Context: an optimization exercise on an open-source flow, tuned for small area. The choices shown serve that exercise and are no tape-out recipe.
The RTL was checked by simulation tests, not by an equivalence proof against the original design.
Power figures rest on the tool's default switching activity, not on a simulated workload.

==> flow/design.v (excerpt) <==
module bcd_clock_core (
    input  wire        clk,
    input  wire        rst,         
    input  wire        cmd_valid,
    input  wire [31:0] cmd,
    input  wire [31:0] now,
    output wire        cmd_ready,
    output wire        bus_req,
    output wire        bus_we,
    output wire [7:0]  bus_addr,
    output wire [7:0]  bus_wdata,
    input  wire        bus_done,
    input  wire [7:0]  bus_rdata,
    input  wire        bus_err,
    output wire [3:0]  led_hour,
    output wire [5:0]  led_min,
    output wire [15:0] pwm,
    output wire [15:0] result,
    output wire [7:0]  status
);
clock: 20.0 ns
lec_check: 0
abc_area: 1
cap_margin: 20
core_margin: 2
core_utilization: 40
slew_margin: 20
standard.sh (not shown) runs the stock make flow with config.mk's settings and CLKGATE_MAP_FILE= SYNTH_SCRIPT=/design/flow/synth_recipe.tcl, a recipe that flattens the netlist after the stock synthesis.
==> flow/flow/run.sh <==
#!/bin/bash
set -euo pipefail
cd "$(dirname "$0")/.."
bash standard.sh BUFFER_PORTS_ARGS="-buffer_cell sky130_fd_sc_hd__buf_1" finish > standard.log 2>&1
The starting point went through all stages and came out clean.
Edit:
==> flow/flow/run.sh (replaced) <==
#!/bin/bash
set -euo pipefail
cd "$(dirname "$0")/.."
W=$PWD
R=$W/orfs/results/$FLOW_PLATFORM/bcd_clock_core/base
bash standard.sh synth > synth.log 2>&1
cp $R/1_2_yosys.v $W/1_2_yosys_standard.v
REABC_LIB=$FLOW_HOME/platforms/$FLOW_PLATFORM/lib/sky130_fd_sc_hd__tt_025C_1v80.lib \
REABC_IN=$W/1_2_yosys_standard.v REABC_OUT=$R/1_2_yosys.v \
REABC_SCRIPT=$W/flow/abc.script REABC_STAT=$W/reabc_stat.txt \
  yosys -c $W/flow/reabc.tcl > reabc.log 2>&1
rm -f $R/1_synth.odb $R/1_synth.sdc
bash standard.sh BUFFER_PORTS_ARGS="-buffer_cell sky130_fd_sc_hd__buf_1" finish > layout.log 2>&1
==> flow/flow/abc.script (new file) <==
strash
&get -n
&deepsyn -T 30
&dch -f
&nf -R 1000
&put
==> flow/flow/reabc.tcl (new file) <==
# Re-map the combinational logic of the standard synthesis netlist with a
# stronger ABC script. Flip-flops are kept as they are (same instances, names
# and cell types); only the gates between them are re-optimised.
set lib $::env(REABC_LIB)
yosys read_liberty -ignore_miss_func $lib
yosys blackbox sky130_fd_sc_hd__*df* sky130_fd_sc_hd__*dl*
yosys read_verilog $::env(REABC_IN)
yosys hierarchy -top $::env(FLOW_TOP)
yosys flatten
yosys rename -hide w:* x:* %d
yosys opt_clean -purge
yosys opt -purge
yosys abc -script $::env(REABC_SCRIPT) -liberty $lib -dont_use *lpflow* -dont_use *probe*
yosys splitnets
yosys opt_clean -purge
yosys hilomap -hicell sky130_fd_sc_hd__conb_1 HI -locell sky130_fd_sc_hd__conb_1 LO
yosys opt_clean -purge
yosys tee -o $::env(REABC_STAT) stat -liberty $lib
yosys write_verilog -noattr -noexpr -nohex -nodec $::env(REABC_OUT)
Effect: The new run completed with no timing, DRC or antenna violations. Setup slack gains 1300 ps. Final cell count decreases by 28%. Die area drops by 20%. Sequential power fell by 11%. Final area shrinks by 18%. Global-route usage shrinks by 0.36 points. Wire length decreases by 19%.
Edit:
==> flow/run.sh (new file) <==
#!/bin/bash
# synth_recipe.tcl (not shown) runs the flow's synth.tcl, then flattens the netlist and writes it again
# the make line also repeats each setting of config.mk as NAME=value (left out here)
make -C /OpenROAD-flow-scripts/flow DESIGN_CONFIG=/design/flow/config.mk WORK_HOME=/design/flow/orfs CLKGATE_MAP_FILE= SYNTH_SCRIPT=/design/flow/synth_recipe.tcl finish
removed: flow/flow/run.sh
removed: flow/flow/abc.script
removed: flow/flow/reabc.tcl
removed: flow/standard.sh
Clock skew hardly moves.
Maximum frequency went down by about a fifth.
Synthesized cell count goes up by well over a third.
Via count climbs by about a fifth.
Setup slack degrades by 1600 ps.
Sequential power rises by roughly a tenth.
Cell count goes up by well over a third.
Critical path depth is higher by 56.
Design area grows by a quarter to a third.
Die area rises by a quarter to a third.
Global-route usage goes up by 0.61 points.

[separate check: timing with driven ports]
The flow's constraints put no driver on any port. The routed layouts listed below were extracted and timed again, unchanged, in two steps.
Step 1 assumes that a clkbuf_16 drives the clock port and a buf_2 every other input.
Step 2 moves the port delays by t, midway between the first and last clock arrival at a register: inputs arrive t later, outputs are due t later. That takes back most of the time a late clock gives input paths.
Slacks: ideal ports / drivers / drivers and shift; pairs: ideal ports / drivers.
| run | shift t [ns] | setup slack, ns | worst slew at a driven data input, ns |
|---|---|---|---|
| the first run | 0.401 | 10.104 / 10.128 / 9.726 | 0.07 |
| the second run | 0.393 | 11.421 / 11.398 / 11.143 | 0.05 |
| the third run | 0.400 | 9.809 / 9.832 / 9.432 | 0.06 |
After both steps setup and hold are still met in every run listed. For the first run, which loses most, drivers alone change the setup slack by +0.024 ns; drivers and shift together by -0.378 ns.
